This design comes from an exercise in tuning for small area, a short achievable clock period and few clock cycles on the open sky130 flow, not from production work.
No functional check of the RTL was part of any run shown here.
No activity file was given, so power comes from the tool's default toggle rates.

**flow/design.v**
```verilog
module rpy_core (
    input  wire        clk,
    input  wire        rst,
    output wire [31:0] imem_addr,
    input  wire [31:0] imem_rdata,
    output wire [31:0] dmem_addr,
    output wire [3:0]  dmem_wstrb,
    output wire [31:0] dmem_wdata,
    input  wire [31:0] dmem_rdata,
    output wire        done,
    output wire        fault,
    output wire [2:0]  fault_cause,
    output wire [31:0] fault_pc,
    output wire [31:0] fault_info,
    input  wire [4:0]  dbg_raddr,
    output wire [31:0] dbg_rdata
);
    localparam [6:0] OP_ALU  = 7'b0110011,
                     OP_ALUI = 7'b0010011,
                     OP_LOAD = 7'b0000011,
                     OP_STOR = 7'b0100011,
                     OP_BR   = 7'b1100011;
    reg        done_r, fault_r;
    wire       run = !done_r && !fault_r;
    reg [1:0]  f_code;             
    reg [31:0] f_info;
    reg [31:0] regs [1:31];
    reg [31:1] rv;                 
    wire [31:0] rvz = {rv, 1'b0};
    reg [31:0] fpc;                
    reg        dv;                 
    wire [31:0] ir  = imem_rdata;
    wire [6:0]  op  = ir[6:0];
    wire [2:0]  f3  = ir[14:12];
    wire [6:0]  f7  = ir[31:25];
    wire [4:0]  rd  = ir[11:7];
    wire [4:0]  rs1 = ir[19:15];
    wire [4:0]  rs2 = ir[24:20];
    wire [31:0] imm_i = {{20{ir[31]}}, ir[31:20]};
    wire [11:0] imm_s = {ir[31:25], ir[11:7]};
    wire [31:0] imm_b = {{19{ir[31]}}, ir[31], ir[7], ir[30:25], ir[11:8], 1'b0};
    wire d_r   = (op == OP_ALU) &&
                 ((f7 == 7'b0000000) ||
                  (f7 == 7'b0100000 && (f3 == 3'b000 || f3 == 3'b101)));
    wire d_i   = (op == OP_ALUI) &&
                 ((f3 != 3'b001 && f3 != 3'b101) ||
                  (f3 == 3'b001 && f7 == 7'b0000000) ||
                  (f3 == 3'b101 && (f7 == 7'b0000000 || f7 == 7'b0100000)));
    wire d_ld  = (op == OP_LOAD) &&
                 (f3 == 3'b000 || f3 == 3'b001 || f3 == 3'b010 ||
                  f3 == 3'b100 || f3 == 3'b101);
    wire d_st  = (op == OP_STOR) && (f3 == 3'b000 || f3 == 3'b001 || f3 == 3'b010);
    wire d_br  = (op == OP_BR) && (f3 != 3'b010 && f3 != 3'b011);
    wire d_zero = (ir == 32'd0);
    wire d_ill  = !(d_r || d_i || d_ld || d_st || d_br || d_zero);
    wire [4:0]  ra  = run ? rs1 : dbg_raddr;
    wire [31:0] rfa = rvz[ra]  ? regs[ra]  : 32'd0;
    wire [31:0] rfb = rvz[rs2] ? regs[rs2] : 32'd0;
    assign dbg_rdata = rfa;
    reg        ev;
    reg [31:0] e_pc, e_a, e_b;
    reg [11:0] e_imm;
    reg [2:0]  e_f3;
    reg [4:0]  e_rd;
    reg        e_wr;               
    reg        e_ld, e_st, e_br, e_ill, e_zero;
    reg        e_sub, e_sra;
    reg        w_we;
    reg [4:0]  w_rd;
    reg [31:0] w_res;
    reg        w_ld;
    reg [2:0]  w_f3;
    reg [1:0]  w_off;
    wire [32:0] addsub = {1'b0, e_a} + {1'b0, e_b ^ {32{e_sub}}} + {32'd0, e_sub};
    wire [31:0] sum = addsub[31:0];
    wire ltu = !addsub[32];
    wire lts = (e_a[31] ^ e_b[31]) ? e_a[31] : sum[31];
    wire eq  = (e_a == e_b);
    function [31:0] rev32(input [31:0] x);
        integer k;
        for (k = 0; k < 32; k = k + 1) rev32[k] = x[31 - k];
    endfunction
    wire        sh_left = (e_f3 == 3'b001);
    wire [31:0] sh_in   = sh_left ? rev32(e_a) : e_a;
    wire [32:0] sh_ext  = {e_sra & e_a[31], sh_in};
    wire [32:0] sh_out  = $signed(sh_ext) >>> e_b[4:0];
    reg [31:0] alu_y;
    always @* begin
        case (e_f3)
            3'b000:  alu_y = sum;
            3'b001:  alu_y = rev32(sh_out[31:0]);
            3'b010:  alu_y = {31'd0, lts};
            3'b011:  alu_y = {31'd0, ltu};
            3'b100:  alu_y = e_a ^ e_b;
            3'b101:  alu_y = sh_out[31:0];
            3'b110:  alu_y = e_a | e_b;
            default: alu_y = e_a & e_b;
        endcase
    end
    wire taken = e_f3[2] ? ((e_f3[1] ? ltu : lts) ^ e_f3[0]) : (eq ^ e_f3[0]);
    wire [31:0] ea = e_a + {{20{e_imm[11]}}, e_imm};
    wire misaligned = (e_f3[1:0] == 2'b01 && ea[0]) ||
                      (e_f3[1:0] == 2'b10 && ea[1:0] != 2'b00);
    reg [3:0] st_strb;
    always @* begin
        case (e_f3[1:0])
            2'b00:   st_strb = 4'b0001 << ea[1:0];
            2'b01:   st_strb = ea[1] ? 4'b1100 : 4'b0011;
            default: st_strb = 4'b1111;
        endcase
    end
    wire ex        = run && ev;
    wire x_done    = ex && e_zero;
    wire x_ill     = ex && e_ill;
    wire x_mis     = ex && (e_ld || e_st) && misaligned;
    wire x_fmis    = ex && e_br && taken && (fpc[1:0] != 2'b00);
    wire x_fault   = x_ill || x_mis || x_fmis;
    wire x_halt    = x_done || x_fault;
    wire x_redir   = ex && e_br && !taken;
    wire x_store   = ex && e_st && !misaligned;
    assign dmem_addr  = ea;
    assign dmem_wstrb = x_store ? st_strb : 4'b0000;
    assign dmem_wdata = e_f3[1] ? e_b : e_f3[0] ? {2{e_b[15:0]}} : {4{e_b[7:0]}};
    wire [31:0] ld_word = dmem_rdata >> {w_off, 3'b000};
    reg  [31:0] ld_value;
    always @* begin
        case (w_f3)
            3'b000:  ld_value = {{24{ld_word[7]}},  ld_word[7:0]};
            3'b001:  ld_value = {{16{ld_word[15]}}, ld_word[15:0]};
            3'b100:  ld_value = {24'd0, ld_word[7:0]};
            3'b101:  ld_value = {16'd0, ld_word[15:0]};
            default: ld_value = ld_word;
        endcase
    end
    wire [31:0] wdata = w_ld ? ld_value : w_res;
    wire stall = ev && e_ld && (e_rd != 5'd0) && (rs1 == e_rd || rs2 == e_rd);
    wire d_go  = run && dv && !x_halt && !x_redir && !stall;
    wire [31:0] opa = (ev && e_wr && rs1 == e_rd) ? alu_y :
                      (w_we && rs1 == w_rd)       ? wdata : rfa;
    wire [31:0] opb = (ev && e_wr && rs2 == e_rd) ? alu_y :
                      (w_we && rs2 == w_rd)       ? wdata : rfb;
    wire        predict = dv && (op == OP_BR);
    wire [11:0] tg_lo  = {1'b0, fpc[11:1]} + {1'b0, imm_b[11:1]};
    wire [19:0] hi_inc = fpc[31:12] + 20'd1;
    wire [19:0] hi_dec = fpc[31:12] - 20'd1;
    wire [19:0] tg_hi  = (imm_b[12] == tg_lo[11]) ? fpc[31:12] :
                         tg_lo[11] ? hi_inc : hi_dec;
    wire [31:0] target = {tg_hi, tg_lo[10:0], fpc[0]};
    reg  [31:0] next_pc;
    always @* begin
        if (x_redir)
            next_pc = e_pc + 32'd4;
        else if (dv && stall)
            next_pc = fpc;
        else if (predict)
            next_pc = target;
        else
            next_pc = fpc + 32'd4;
    end
    assign imem_addr = next_pc;
    always @(posedge clk) begin
        if (w_we)
            regs[w_rd] <= wdata;
    end
    always @(posedge clk) begin
        e_a    <= opa;
        e_b    <= (d_r || d_st || d_br) ? opb : imm_i;
        e_imm  <= d_st ? imm_s : ir[31:20];
        e_f3   <= f3;
        e_rd   <= rd;
        e_wr   <= (d_r || d_i) && (rd != 5'd0);
        e_ld   <= d_ld;
        e_st   <= d_st;
        e_br   <= d_br;
        e_ill  <= d_ill;
        e_zero <= d_zero;
        e_sub  <= (d_r && f3 == 3'b000 && f7[5]) ||
                  ((d_r || d_i) && (f3 == 3'b010 || f3 == 3'b011)) ||
                  d_br;
        e_sra  <= f3 == 3'b101 && f7[5];
        w_rd  <= e_rd;
        w_res <= alu_y;
        w_ld  <= e_ld;
        w_f3  <= e_f3;
        w_off <= ea[1:0];
        if (run && !x_ill && !x_mis)
            e_pc <= fpc;
        if (run && !x_ill) begin
            if (x_mis) begin
                f_code <= e_ld ? 2'd2 : 2'd3;
                f_info <= ea;
            end else if (x_fmis) begin
                f_code <= 2'd0;
                f_info <= fpc;
            end else begin
                f_code <= 2'd1;
                f_info <= ir;
            end
        end
        if (rst) begin
            done_r  <= 1'b0;
            fault_r <= 1'b0;
            fpc     <= 32'hFFFF_FFFC;
            dv      <= 1'b0;
            ev      <= 1'b0;
            w_we    <= 1'b0;
            rv      <= 31'd0;
        end else begin
            fpc  <= next_pc;
            dv   <= 1'b1;
            ev   <= d_go;
            w_we <= ex && !x_halt && (e_wr || (e_ld && e_rd != 5'd0));
            if (w_we)
                rv[w_rd] <= 1'b1;
            if (x_done)  done_r  <= 1'b1;
            if (x_fault) fault_r <= 1'b1;
        end
    end
    assign done        = done_r;
    assign fault       = fault_r;
    assign fault_cause = {f_code, 1'b0};
    assign fault_pc    = e_pc;
    assign fault_info  = f_info;
endmodule
```
**flow/constraint.sdc**
```tcl
create_clock -name core_clock -period 12.0 [get_ports {clk}]
set_input_delay 2.4000 -clock core_clock [delete_from_list [all_inputs] [get_ports {clk}]]
set_output_delay 2.4000 -clock core_clock [all_outputs]
set_load 0.01 [all_outputs]
```
**flow/config.mk**
```make
export PLATFORM = sky130hd
export DESIGN_NAME = rpy_core
export DESIGN_NICKNAME = rpy_core
export VERILOG_FILES = /design/flow/design.v
export SDC_FILE = /design/flow/constraint.sdc
export NUM_CORES = 4
export LEC_CHECK = 0
export CAP_MARGIN = 20
export CORE_MARGIN = 2
export CORE_UTILIZATION = 40
export GPL_ROUTABILITY_DRIVEN = 1
export PLACE_DENSITY = 0.55
export SETUP_SLACK_MARGIN = 4
export SLEW_MARGIN = 20
```
**flow/run.sh**
```bash
#!/bin/bash
# synth_recipe.tcl (not shown) runs the flow's synth.tcl, then flattens the netlist and writes it again
# the make line also repeats each setting of config.mk as NAME=value (left out here)
make -C /OpenROAD-flow-scripts/flow DESIGN_CONFIG=/design/flow/config.mk WORK_HOME=/design/flow/orfs CLKGATE_MAP_FILE= SYNTH_SCRIPT=/design/flow/synth_recipe.tcl finish
```
==> results by group, run 1 <==
Run status
  – Status: complete, no violations

STA
  – F_max: approximately 110 MHz
  – Clock skew: roughly 0.052 ns
  – Setup TNS: 0 ns
  – Slew @ Worst Pin: about 1.3 ns
  – Final worst slack: 3.25 ns
  – Worst rel slew slack: about 16%
  – Slew Limit Fails: 0
  – Crit share post-route: ~73%
  – Fin Hold WS: 0.440 ns
  – Crit path time final: between 8 and 9 ns
  – Final setup fails: 0
  – Fin. Hold Viols: 0
  – RSZ-0062 raised after global routing: true

Placed design
  – Dpl cells: slightly below 9,000
  – Detailed-placement wirelength estimate: approximately 180,000 um
  – Dpl ws: approximately 1.9 ns
  – Final Wtd Congestion: slightly above 1
  – PortBufs: between 200 and 300

Drt
  – Routed length per placed instance: around 35 um
  – DR DRC count: 0
  – Vias per inst: between 6 and 7
  – DR iter-0 viols: 9,295
  – DRT antenna net count: 0
  – Routed Wire Length: ~320,000 um
  – Pre-antenna DRT Iters: 7
  – Met2 routed WL: between 100,000 and 150,000 um
  – Max Used Layer: met5
  – Via count: 60,500
  – M1 WL: between 100,000 and 150,000 um
  – WL met3: ~36,000 um

Die
  – Die outline height: approximately 430 um
  – Starting Density: around two fifths
  – # IOs: approximately 270
  – Die area: 181,000 um2
  – CORE AREA: 176,000 um2
  – FP Rows: between 150 and 200
  – Chip Width: between 400 and 500 um

Pwr
  – Sw Share: around 33%
  – Comb pwr share: about 28%
  – Leak Pwr: 30.5 nW
  – Power Internal: between 9 and 10 mW
  – Clock Power Share: between 30% and 40%
  – Sequential Power Share: a little under two fifths
  – Total power: 13.4 mW
  – Peak VDD IR: around 0.10 mV
  – Switching power: ~4.4 mW
  – PwrDens: 159 nW/um2

Yosys
  – Ys async rst share: 0%
  – Synthesized area per cell: approximately 11 um2
  – Largest cells by area after synthesis: edfxtp_1 (45%), mux4_2 (8.9%), dfxtp_1 (5.7%)
  – Register bit total from synthesis: 1,261
  – Top cell type by total area after synthesis: edfxtp_1
  – Ys flop type: edfxtp_1
  – Seq/Total Area, Yosys: ~50%
  – Post-Synthesis Cells: 6,481
  – Cell Area, Synth: between 70,000 and 80,000 um2
  – Yosys top cell area share: 44.7%
  – Number of synthesized flops with an enable pin: ~1,100
  – Post-synthesis cell type count: 89
  – Synth Warn #: 1

Layout
  – Commonest cells after routing, fill and taps aside: edfxtp_1 (1,058), nand2_1 (1,048), nor2_1 (332)
  – Area Overhead vs Synth: 18.9%
  – Most common cell after layout, fill and taps aside: edfxtp_1
  – Final Net Count: 6,956
  – Final std cells w/o fill: between 9,000 and 10,000
  – Share of layout cells above drive strength 1: around 17%

Critical path
  – Crit Path Class: input port to output pin
  – Critical Path RT: ~9.6 ns
  – Highest net fanout along the worst path: 6
  – CP Launch Type: input port
  – Worst r2r path cells: 12
  – CP Capture Type: output pin
  – Worst EP arrival: ~6.4 ns

CTS
  – CTS sink count: about 1,300
  – Clock slew at reported path FFs: 0.06 ns
  – H-Tree Depth: 4
  – Num CTS Buffers: between 100 and 150
  – Clk root buf: clkbuf_16
  – TritonCTS clock tree: yes
  – Worst skew pair latency: approximately 0.84 ns
  – CTS Buffer Depth: 3

GRT
  – Largest net degree at the start of global routing: 94
  – Total track usage: 34.0%
  – Grt total ovfl: 0
  – Vias in the first global route: ~57,000
  – Initial antenna violation count: 25
  – First-pass GRT wire length: ~440,000 um

Min path
  – Hold Path Depth: 0
  – Worst hold path type: register to register

Flow run
  – Max-cap violations: 0
## synthesized netlist by cell type (127+ instances only)
cell	n
a211oi_1	158
a21oi_1	374
a311oi_1	219
and3_1	163
clkbuf_1	341
dfxtp_1	203
edfxtp_1	1058
ha_1	170
inv_1	127
mux2i_1	240
mux4_2	282
nand2_1	1053
nand3_1	286
nor2_1	361
nor3_1	143
o21ai_0	251
## repair_timing
item	CTS	global route
hold buffers	0	0
endpoints found under the setup margin	64	52
gates resized for setup	350	77
buffers inserted	89	24
cloned	31	3
pin swaps	76	40
## metal layers
metal | global-route usage (%) | vias up
li1 | - | 25300
met1 | 43.2 | 30000
met2 | 52.1 | 4197
met3 | 8.28 | 955
met4 | 21.1 | 14
met5 | 0 | -
## worst max-delay path, cell delays in order
cell and delay (ns):
buf_8 0.10, ha_4 0.20, a21o_1 0.18, a21o_1 0.17
or4_4 0.51, a311oi_4 0.36, nor2_4 0.13, inv_8 0.12
ha_4 0.21, a211oi_4 0.27, buf_4 0.16, nor2_4 0.03
o21ai_2 0.17, buf_4 0.13, buf_4 0.09, buf_4 0.09
buf_4 0.10, buf_6 0.08, a211oi_2 0.06, xnor2_1 0.16
nand3_1 0.11, a21oi_2 0.08, o31ai_2 0.27, buf_2 0.19
## path summary, 6_finish.rpt
path,startpoint,endpoint,slack [ns]
worst min-delay path,e_rd[3],w_rd[3],0.44
worst max-delay path,imem_rdata[11],imem_addr[19],3.25
worst min register to register,e_rd[3],w_rd[3],0.44
worst max register to register,e_a[12],f_info[25],7.11
## metrics by stage
stage	util (%)	cell area, um2
after floorplan	-	71300
after global placement	43.5	76600
after detailed placement	43.5	76600
after CTS	47.6	84000
after global routing	47.9	84500
final	47.9	84500
## state kept, by name (all words and copies together), names as in the netlist, 2 cells and up
name / flops
f_info: 32
e_pc: 32
e_imm: 12
e_f3: 3
w_rd: 5
rv: 31
fpc: 32
regs: 992
w_res: 32
w_off: 2
e_rd: 5
e_b: 32
e_a: 32
f_code: 2
w_f3: 3
## cell type report
cell class / instances / area (um2)
diodes: 8 / 20.0
multi-input cells: 4594 / 34200
flip-flops and latches: 1261 / 35900
inverters: 135 / 517
clock inverters: 80 / 1070
repair inverters: 1 / 6.26
well taps: 2340 / 2930
clock buffers: 182 / 3800
repair buffers: 575 / 6100
fillers: 15900 / 91800
## power groups by stage
stage                     logic, mW  clock network, mW  registers [mW]
after detailed placement       3.19                  0            5.23
after global placement         3.18                  0            5.23
after floorplan                1.92                  0            5.17
final                          3.71               4.57            5.15
after global routing           3.89               4.78            5.15
after CTS                      3.54               4.61            5.14
## logic make-up (layout without fill, tap and decap cells)
kind of cell	after synthesis	after routing	synth area share (%)
AO/OA/AOI/OAI	1462	1464	13.8
multiplexers	558	560	12.9
flip-flops	1261	1261	50.4
adder cells (fa/ha/maj)	174	174	3.10
XOR/XNOR	167	167	2.06
other	1	9	0.00527
AND/OR/NAND/NOR	2221	2228	13.9
buffers and inverters	637	973	3.76
==> inputs of run 2 (changes only) <==
--- a/flow/config.mk
+++ b/flow/config.mk
@@ -9,6 +9,5 @@
 export CORE_MARGIN = 2
-export CORE_UTILIZATION = 40
+export CORE_UTILIZATION = 20
 export GPL_ROUTABILITY_DRIVEN = 1
-export PLACE_DENSITY = 0.55
-export SETUP_SLACK_MARGIN = 4
+export PLACE_DENSITY = 0.3
 export SLEW_MARGIN = 20
==> run 2 against run 1 <==
Against the previous run:
- clock power grew 8.3%
- power rose by 0.44%
- largest cell class unchanged
- highest routed layer unchanged
- critical path depth down 5
- still clean on timing, DRC and antenna
- fmax fell by 20%
- area after synthesis unchanged
- sequential power down 0.8%
- count of clock-buffer cells in the layout grew 24
- core utilization down 24 points
- non-clock buffer count shrank 65
- largest power group unchanged
==> results by group, run 2 <==
Drt
  – Pre-antenna DRT Iters: 8
  – WL met3: 20,900 um
  – Routed length per placed instance: 32.2 um
  – DR iter-0 viols: about 5,700
  – Max Used Layer: met5
  – DRT antenna net count: 0
  – M1 WL: 162,000 um
  – Met2 routed WL: roughly 170,000 um
  – Via count: 57,900
  – DR DRC count: 0
  – Vias per inst: 5.03
  – Routed Wire Length: around 370,000 um

Layout
  – Max FFs per register: between 900 and 1,000
  – Area Overhead vs Synth: 19.9%
  – Register with the most flip-flops: regs
  – Final Net Count: between 6,000 and 7,000
  – Util after Layout: between 20% and 30%
  – Most common cell after layout, fill and taps aside: edfxtp_1
  – Share of layout cells above drive strength 1: 13.2%
  – Commonest cells after routing, fill and taps aside: edfxtp_1 (1,058), nand2_1 (1,050), a21oi_1 (374)
  – Final std cells w/o fill: around 12,000

CTS
  – H-Tree Depth: 4
  – TritonCTS clock tree: yes
  – Hold Buf Count CTS: 0
  – Worst skew pair latency: about 0.87 ns
  – CTS Buffer Depth: 4
  – Clock slew at reported path FFs: around 0.06 ns
  – Num CTS Buffers: roughly 160
  – CTS sink count: 1,261
  – Post-CTS Setup Repair Bufs: 0
  – Clk root buf: clkbuf_16
  – Post-CTS sizing: 0

Yosys
  – Largest cells by area after synthesis: edfxtp_1 (45%), mux4_2 (8.9%), dfxtp_1 (5.7%)
  – Synth top cells by count: edfxtp_1 (1,058), nand2_1 (1,053), a21oi_1 (374)
  – Synthesized area per cell: around 11 um2
  – Register bit total from synthesis: about 1,300
  – Yosys top cell area share: about 45%
  – Ys async rst share: 0%
  – Number of synthesized flops with an enable pin: 1,058
  – Post-synthesis cell type count: 89
  – Most frequent cell after synthesis: edfxtp_1
  – Seq/Total Area, Yosys: approximately 50%
  – Cell Area, Synth: roughly 71,000 um2
  – Ys flop type: edfxtp_1
  – Top cell type by total area after synthesis: edfxtp_1
  – Synth Warn #: 1
  – Post-Synthesis Cells: 6,481

Critical path
  – Worst EP arrival: ~8.6 ns
  – Critical Path RT: between 9 and 10 ns
  – Slowest Stage Delay on Critical Path: 0.61 ns
  – CP Launch Type: input port
  – Highest net fanout along the worst path: 18
  – CP Capture Type: output pin
  – Crit-path slowest cell: clkdlybuf4s50_1
  – Worst-path cell chain: clkdlybuf4s50_1, ha_1, a21o_1, a21o_1, or4_1, a311oi_1, nor2_1, inv_1, ha_1, nor2b_1, o31a_1, o22ai_1, o21ai_0, o41ai_1, nand2_1, o211ai_1, a21oi_1, o31ai_1, clkdlybuf4s50_1
  – Crit Path Class: input port to output pin

STA
  – Fin Hold WS: 0.425 ns
  – Setup TNS: 0 ns
  – Fin. Hold Viols: 0
  – F_max: 91.2 MHz
  – Final setup fails: 0
  – Crit path time final: between 10 and 15 ns
  – RSZ-0062 raised after global routing: false
  – Slew @ Worst Pin: between 1 and 1.5 ns
  – Clock skew: roughly 0.056 ns
  – Slew Limit Fails: 0
  – Crit share post-route: around nine tenths
  – Worst rel slew slack: between 10% and 20%
  – Final worst slack: 1.03 ns

Die
  – Starting Density: 20.1%
  – Die area: about 360,000 um2
  – Die outline height: about 600 um
  – CORE AREA: 353,000 um2
  – FP Rows: 218
  – Chip Width: 600 um
  – # IOs: approximately 270

GRT
  – Largest net degree at the start of global routing: about 110
  – Vias in the first global route: ~58,000
  – Total track usage: roughly a fifth
  – First-pass GRT wire length: 503,000 um
  – Initial antenna violation count: 30
  – Grt total ovfl: 0

Placed design
  – PortBufs: 270
  – Final Wtd Congestion: 0.929
  – Dpl ws: between 1 and 1.5 ns
  – Dpl cells: around 11,000
  – Detailed-placement wirelength estimate: 239,000 um

Min path
  – Worst hold path type: register to register

Pwr
  – Peak VDD IR: 0.0988 mV
  – Leak Pwr: between 20 and 30 nW
  – PwrDens: about 160 nW/um2

Run status
  – Status: complete, no violations

Flow run
  – Max-cap violations: 0
[run 2: cell counts after synthesis]
No cell type changed its count.
[run 2: power by group]
part           internal, mW  switching (mW)  total, mW
sequential             4.97           0.141       5.11
clock                  2.87            2.09       4.95
combinational          1.18            2.23       3.42
total                  9.02            4.46       13.5
[run 2: worst paths after layout]
kind,startpoint,end,slack (ns),cells past startpoint
max reg2reg,fpc[4],fpc[30],6.27,18
min reg2reg,e_rd[3],w_rd[3],0.43,0
min,e_rd[3],w_rd[3],0.43,0
max,imem_rdata[11],imem_addr[30],1.03,19
[run 2: cell families after synthesis]
| kind of cell | share of synthesized area, % |
|---|---|
| and+or+nand+nor | 13.9 |
| AOI/OAI and AO/OA | 13.8 |
| xor gates and xnor gates | 2.06 |
| buffers and inverters | 3.76 |
| adders and majority gates | 3.10 |
| muxes | 12.9 |
| DFF | 50.4 |
| other | 0.00527 |
[run 2: area by class of cell]
cell class	count	area, um2
Antenna cell	10	25.0
Clock buffer	206	4380
Clock inverter	90	847
Fill cell	37300	268000
Inverter	135	510
Multi-Input combinational cell	4583	33000
Sequential cell	1261	35800
Tap cell	4730	5920
Timing Repair Buffer	510	4740
[run 2: per-stage QoR]
step	power, mW	instance area (um2)
floorplan	7.04	71100
global placement	8.64	80000
detailed placement	8.62	80000
CTS	13.6	85200
global route	14.0	85300
finish	13.5	85300
[run 2: worst max-delay path: cells and delay by family]
kind            cells  cell delay [ns]
compound gates     10             2.79
buf+inv             3             1.72
fa+ha+maj           2             0.81
simple gates        4             0.83
[run 2: metal layers]
| layer | GRT usage (%) | vias up |
|---|---|---|
| met4 | 6.80 | 4 |
| li1 | - | 25200 |
| met1 | 26.4 | 30200 |
| met3 | 2.91 | 477 |
| met2 | 33.4 | 2055 |
| met5 | 0 | - |
==> inputs of run 3 (changes only) <==
--- a/flow/design.v
+++ b/flow/design.v
@@ -56,4 +56,16 @@
     wire [4:0]  ra  = run ? rs1 : dbg_raddr;
-    wire [31:0] rfa = rvz[ra]  ? regs[ra]  : 32'd0;
-    wire [31:0] rfb = rvz[rs2] ? regs[rs2] : 32'd0;
+    wire [1023:0] rflat;
+    genvar g;
+    generate
+        for (g = 0; g < 32; g = g + 1) begin : g_flat
+            if (g == 0) begin : g_zero
+                assign rflat[31:0] = 32'd0;
+            end else begin : g_reg
+                assign rflat[32*g +: 32] = regs[g];
+            end
+        end
+    endgenerate
+    wire [31:0] rfa, rfb;
+    rpy_rfread u_rda (.q(rflat), .v(rvz), .sel(ra),  .y(rfa));
+    rpy_rfread u_rdb (.q(rflat), .v(rvz), .sel(rs2), .y(rfb));
     assign dbg_rdata = rfa;
@@ -141,20 +153,13 @@
                       (w_we && rs2 == w_rd)       ? wdata : rfb;
-    wire        predict = dv && (op == OP_BR);
-    wire [11:0] tg_lo  = {1'b0, fpc[11:1]} + {1'b0, imm_b[11:1]};
+    wire [31:0] fpc4   = fpc + 32'd4;
     wire [19:0] hi_inc = fpc[31:12] + 20'd1;
     wire [19:0] hi_dec = fpc[31:12] - 20'd1;
-    wire [19:0] tg_hi  = (imm_b[12] == tg_lo[11]) ? fpc[31:12] :
-                         tg_lo[11] ? hi_inc : hi_dec;
-    wire [31:0] target = {tg_hi, tg_lo[10:0], fpc[0]};
-    reg  [31:0] next_pc;
-    always @* begin
-        if (x_redir)
-            next_pc = e_pc + 32'd4;
-        else if (dv && stall)
-            next_pc = fpc;
-        else if (predict)
-            next_pc = target;
-        else
-            next_pc = fpc + 32'd4;
-    end
+    wire [31:0] base_pc = x_redir ? e_pc + 32'd4 : fpc4;
+    wire        e_ldnz  = ev && e_ld && (e_rd != 5'd0);
+    wire [31:0] next_pc;
+    rpy_nextpc u_npc (
+        .ir(ir), .dv(dv), .x_redir(x_redir), .e_ldnz(e_ldnz), .e_rd(e_rd),
+        .fpc(fpc), .hi_inc(hi_inc), .hi_dec(hi_dec), .base_pc(base_pc),
+        .next_pc(next_pc)
+    );
     assign imem_addr = next_pc;
@@ -224 +229,33 @@
 endmodule
+module rpy_rfread (
+    input  wire [1023:0] q,
+    input  wire [31:0]   v,
+    input  wire [4:0]    sel,
+    output wire [31:0]   y
+);
+    wire [31:0] w = q[32*sel +: 32];
+    assign y = v[sel] ? w : 32'd0;
+endmodule
+module rpy_nextpc (
+    input  wire [31:0] ir,
+    input  wire        dv,
+    input  wire        x_redir,
+    input  wire        e_ldnz,
+    input  wire [4:0]  e_rd,
+    input  wire [31:0] fpc,
+    input  wire [19:0] hi_inc,
+    input  wire [19:0] hi_dec,
+    input  wire [31:0] base_pc,
+    output wire [31:0] next_pc
+);
+    wire [12:0] imm_b = {ir[31], ir[7], ir[30:25], ir[11:8], 1'b0};
+    wire [11:0] tg_lo = {1'b0, fpc[11:1]} + {1'b0, imm_b[11:1]};
+    wire [19:0] tg_hi = (imm_b[12] == tg_lo[11]) ? fpc[31:12] :
+                        tg_lo[11] ? hi_inc : hi_dec;
+    wire [31:0] target = {tg_hi, tg_lo[10:0], fpc[0]};
+    wire hold    = dv && e_ldnz && (ir[19:15] == e_rd || ir[24:20] == e_rd);
+    wire predict = dv && (ir[6:0] == 7'b1100011);
+    assign next_pc = x_redir ? base_pc :
+                     hold    ? fpc :
+                     predict ? target : base_pc;
+endmodule
--- a/flow/config.mk
+++ b/flow/config.mk
@@ -9,5 +9,8 @@
 export CORE_MARGIN = 2
-export CORE_UTILIZATION = 20
+export CORE_UTILIZATION = 40
 export GPL_ROUTABILITY_DRIVEN = 1
-export PLACE_DENSITY = 0.3
+export PLACE_DENSITY = 0.55
+export SETUP_SLACK_MARGIN = 5
 export SLEW_MARGIN = 20
+export SYNTH_HIERARCHICAL = 1
+export SYNTH_MINIMUM_KEEP_SIZE = 0
==> run 3 against run 2 <==
Against the previous run:
- sequential power is 2% higher
- sequential share of layout area decreased by 0.23 points
- clock skew down 0.0099 ns
- count of clock-buffer cells in the layout decreased by 27
- largest cell class unchanged
==> results by group, run 3 <==
Critical path
  – Worst-path cell chain: buf_4, inv_4, ha_1, nor4_1, nand4_1, nor3_1, inv_1, and3_4, nor4b_4, buf_12, mux2_4, ha_4, nand2_4, nor3_4, nand2_2, o31ai_4, nand3_2, xor2_2, nor3_2, a211oi_1, a221o_1, buf_2
  – Crit Path Class: register to output pin
  – Worst EP arrival: between 6 and 7 ns
  – CP top delay family: simple AND/OR/NAND/NOR gates
  – Worst r2r path cells: 22
  – Reg2reg start: e_b[2]
  – CP Buf/Inv Count: 5
  – CP Launch Type: register
  – Critical Path RT: 9.60 ns
  – CP Depth: 22
  – CP Capture Type: output pin
  – Crit-path slowest cell: dfxtp_1
  – Highest net fanout along the worst path: 29
  – Critical R2R Capture: fpc[28]
  – Slowest Stage Delay on Critical Path: around 0.50 ns
  – R2r setup slk: around 6.4 ns

Layout
  – Final std cells w/o fill: approximately 8,700
  – Final Net Count: 6,432
  – Max FFs per register: a little under 1,000
  – Commonest cells after routing, fill and taps aside: edfxtp_1 (1,058), mux2i_1 (669), mux4_2 (311)
  – Sequential cell area: ~36,000 um2
  – Share of layout cells above drive strength 1: a little over a fifth
  – Area taken by multi-input logic gates: between 30,000 and 40,000 um2
  – Util after Layout: about half
  – Area Overhead vs Synth: 19.5%
  – Filler cells: 15,900
  – Register with the most flip-flops: regs
  – Most common cell after layout, fill and taps aside: edfxtp_1

Pwr
  – Leak Pwr: between 30 and 40 nW
  – Total power: about 13 mW
  – Peak VDD IR: roughly 0.13 mV
  – PwrDens: 153 nW/um2

GRT
  – Largest net degree at the start of global routing: around 110
  – Vias in the first global route: ~55,000
  – Total track usage: around a third
  – First-pass GRT wire length: roughly 420,000 um
  – Initial antenna violation count: 14
  – Grt total ovfl: 0

Drt
  – Routed Wire Length: around 300,000 um
  – DR iter-0 viols: roughly 7,100
  – Routed length per placed instance: between 30 and 40 um
  – Pre-antenna DRT Iters: 6
  – DR DRC count: 0
  – Vias per inst: about 6.6
  – Via count: 56,900
  – DRT antenna net count: 0

CTS
  – Num CTS Buffers: approximately 150
  – Worst skew pair latency: just under 0.8 ns
  – Hold Buf Count CTS: 0
  – CTS sink count: between 1,000 and 1,500
  – H-Tree Depth: 4
  – Clk root buf: clkbuf_16
  – Clock slew at reported path FFs: approximately 0.060 ns
  – CTS Buffer Depth: 3
  – TritonCTS clock tree: yes

Die
  – Chip Width: ~430 um
  – Die outline height: ~430 um
  – Starting Density: between 40% and 50%
  – # IOs: 272
  – CORE AREA: 178,000 um2
  – Die area: about 180,000 um2
  – FP Rows: roughly 160

STA
  – RSZ-0062 raised after global routing: true
  – Crit share post-route: between 70% and 80%
  – Worst rel slew slack: around 27%
  – Setup TNS: 0 ns
  – Crit path time final: 8.58 ns
  – Slew Limit Fails: 0
  – Final setup fails: 0
  – Slew @ Worst Pin: 1.09 ns
  – Final worst slack: around 3.4 ns
  – Clock skew: 0.0464 ns
  – Fin. Hold Viols: 0
  – F_max: 117 MHz

Min path
  – Hold Path Depth: 0
  – Worst hold path type: register to register
  – Min-delay src: e_ld
  – Hold Path Sink: w_ld

Placed design
  – PortBufs: 270
  – Detailed-placement wirelength estimate: approximately 170,000 um
  – Dpl ws: 2.30 ns
  – Dpl cells: ~8,200
  – Final Wtd Congestion: 1.00

Yosys
  – Top cell type by total area after synthesis: edfxtp_1
  – Ys flop type: edfxtp_1
  – Cell Area, Synth: a little over 70,000 um2
  – Yosys top cell area share: about 44%
  – Post-synthesis cell type count: slightly above 100
  – Seq/Total Area, Yosys: between 40% and 50%
  – Number of synthesized flops with an enable pin: 1,058
  – Post-Synthesis Cells: 5,833
  – Synth top cells by count: edfxtp_1 (1,058), mux2i_1 (682), nor2_1 (343)
  – Synthesized area per cell: around 12 um2
  – Register bit total from synthesis: ~1,300
  – Largest cells by area after synthesis: edfxtp_1 (44%), mux4_2 (9.8%), mux2i_1 (9.5%)
  – Ys async rst share: 0%
  – Most frequent cell after synthesis: edfxtp_1
  – Synth Warn #: 7

Flow run
  – Max-cap violations: 0

Run status
  – Status: complete, no violations
==> run 3: cell types whose count changed in the layout (fill, tap and decap cells not counted), moves of 86 or more <==
cell | previous run | this run
nand3_1 | 285 | 156
a21oi_1 | 374 | 268
and3_1 | 162 | 53
a221oi_1 | 17 | 244
a211oi_1 | 156 | 57
a311oi_1 | 219 | 6
nand2_1 | 1050 | 277
clkdlybuf4s50_1 | 264 | 178
mux2i_1 | 238 | 669
==> run 3: modules after synthesis (local to each module, per instance) <==
module,cells inside,flip-flops and latches,area (um2),copies in the design
rpy_rfread,921,0,8950,2
rpy_core,3655,1261,51600,1
rpy_nextpc,336,0,2300,1
==> run 3: area by class of cell <==
class / count / area share (%)
Antenna cell: 7 / 0.0204
Clock buffer: 179 / 4.52
Clock inverter: 82 / 0.885
Inverter: 151 / 0.700
Multi-Input combinational cell: 4043 / 41.2
Sequential cell: 1261 / 41.8
Tap cell: 2355 / 3.43
Timing Repair Buffer: 600 / 7.41
Timing Repair inverter: 4 / 0.0627
==> run 3: worst max path at each step <==
stage / startpoint / slack [ns] / endpoint
2_1_floorplan: e_b[1] / 4.72 / imem_addr[28]
3_3_place_gp: e_sub / 2.38 / imem_addr[28]
3_5_place_dp: e_sub / 2.30 / imem_addr[28]
4_1_cts: e_sub / 3.56 / imem_addr[12]
5_1_grt: e_sub / 3.33 / imem_addr[28]
6_report: e_b[2] / 3.42 / imem_addr[28]
==> run 3: cells by family after synthesis <==
kind of cell | synth area share [%]
AOI/OAI and AO/OA | 12.5
DFF | 49.9
adders and majority gates | 2.73
other | 0.00522
xor gates and xnor gates | 2.48
buffers and inverters | 4.08
and+or+nand+nor | 8.42
muxes | 19.9
==> run 3: metrics by stage <==
stage	hold slack [ns]	cell area (um2)
finish	0.461	85800
CTS	0.471	84900
detailed placement	0.454	77000
global placement	0.462	77000
floorplan	0.326	72300
global route	0.488	85800
==> run 3: where the power goes <==
group	leakage (nW)	switching (mW)	total (mW)	internal, mW
combinational	17.7	2.09	3.55	1.46
sequential	11.3	0.241	5.19	4.95
clock	2.27	1.88	4.40	2.52
total	31.2	4.22	13.2	8.93
==> run 3: what timing repair did <==
item	4_1_cts	5_1_grt
endpoints found under the setup margin	86	70
setup buffers	130	36
resized for setup	664	142
pin swaps	106	71
cloned	37	4
==> run 3: layer usage <==
layer / GRT usage (%) / part of all wire, % / vias up
li1: - / - / 23600
met1: 40.8 / 39 / 29200
met2: 51.0 / 45 / 3241
met3: 6.88 / 9.2 / 840
met4: 17.4 / 6.8 / 8
met5: 0 / 0.023 / -

[afterwards: timing with drivers on the ports]
The flow's constraints put no driver on any port. The routed layouts listed below were extracted and timed again, unchanged, in two steps.
Step 1 (the two cells are an assumption about what drives the block):
set clk [get_ports {clk}]
set_driving_cell -lib_cell sky130_fd_sc_hd__clkbuf_16 $clk
set_driving_cell -lib_cell sky130_fd_sc_hd__buf_2 [delete_from_list [all_inputs] $clk]
Step 2 also shifts input and output timing later by t, the mid clock arrival at the registers, as if the neighbouring blocks saw the same clock.
a / b / c = no drivers / after step 1 / after step 2; a / b = the first two.
run | shift t [ns] | setup slack, ns | cell pins on the clock port's net
run 1 | 0.893 | 3.247 / 3.184 / 3.184 | 1
run 2 | 0.950 | 1.034 / 0.934 / 0.934 | 1
run 3 | 0.857 | 3.420 / 3.335 / 4.031 | 1
After both steps every run listed still meets setup and hold. The setup slack of run 2, which loses most, moves by -0.100 ns with the drivers and by -0.100 ns with both steps.
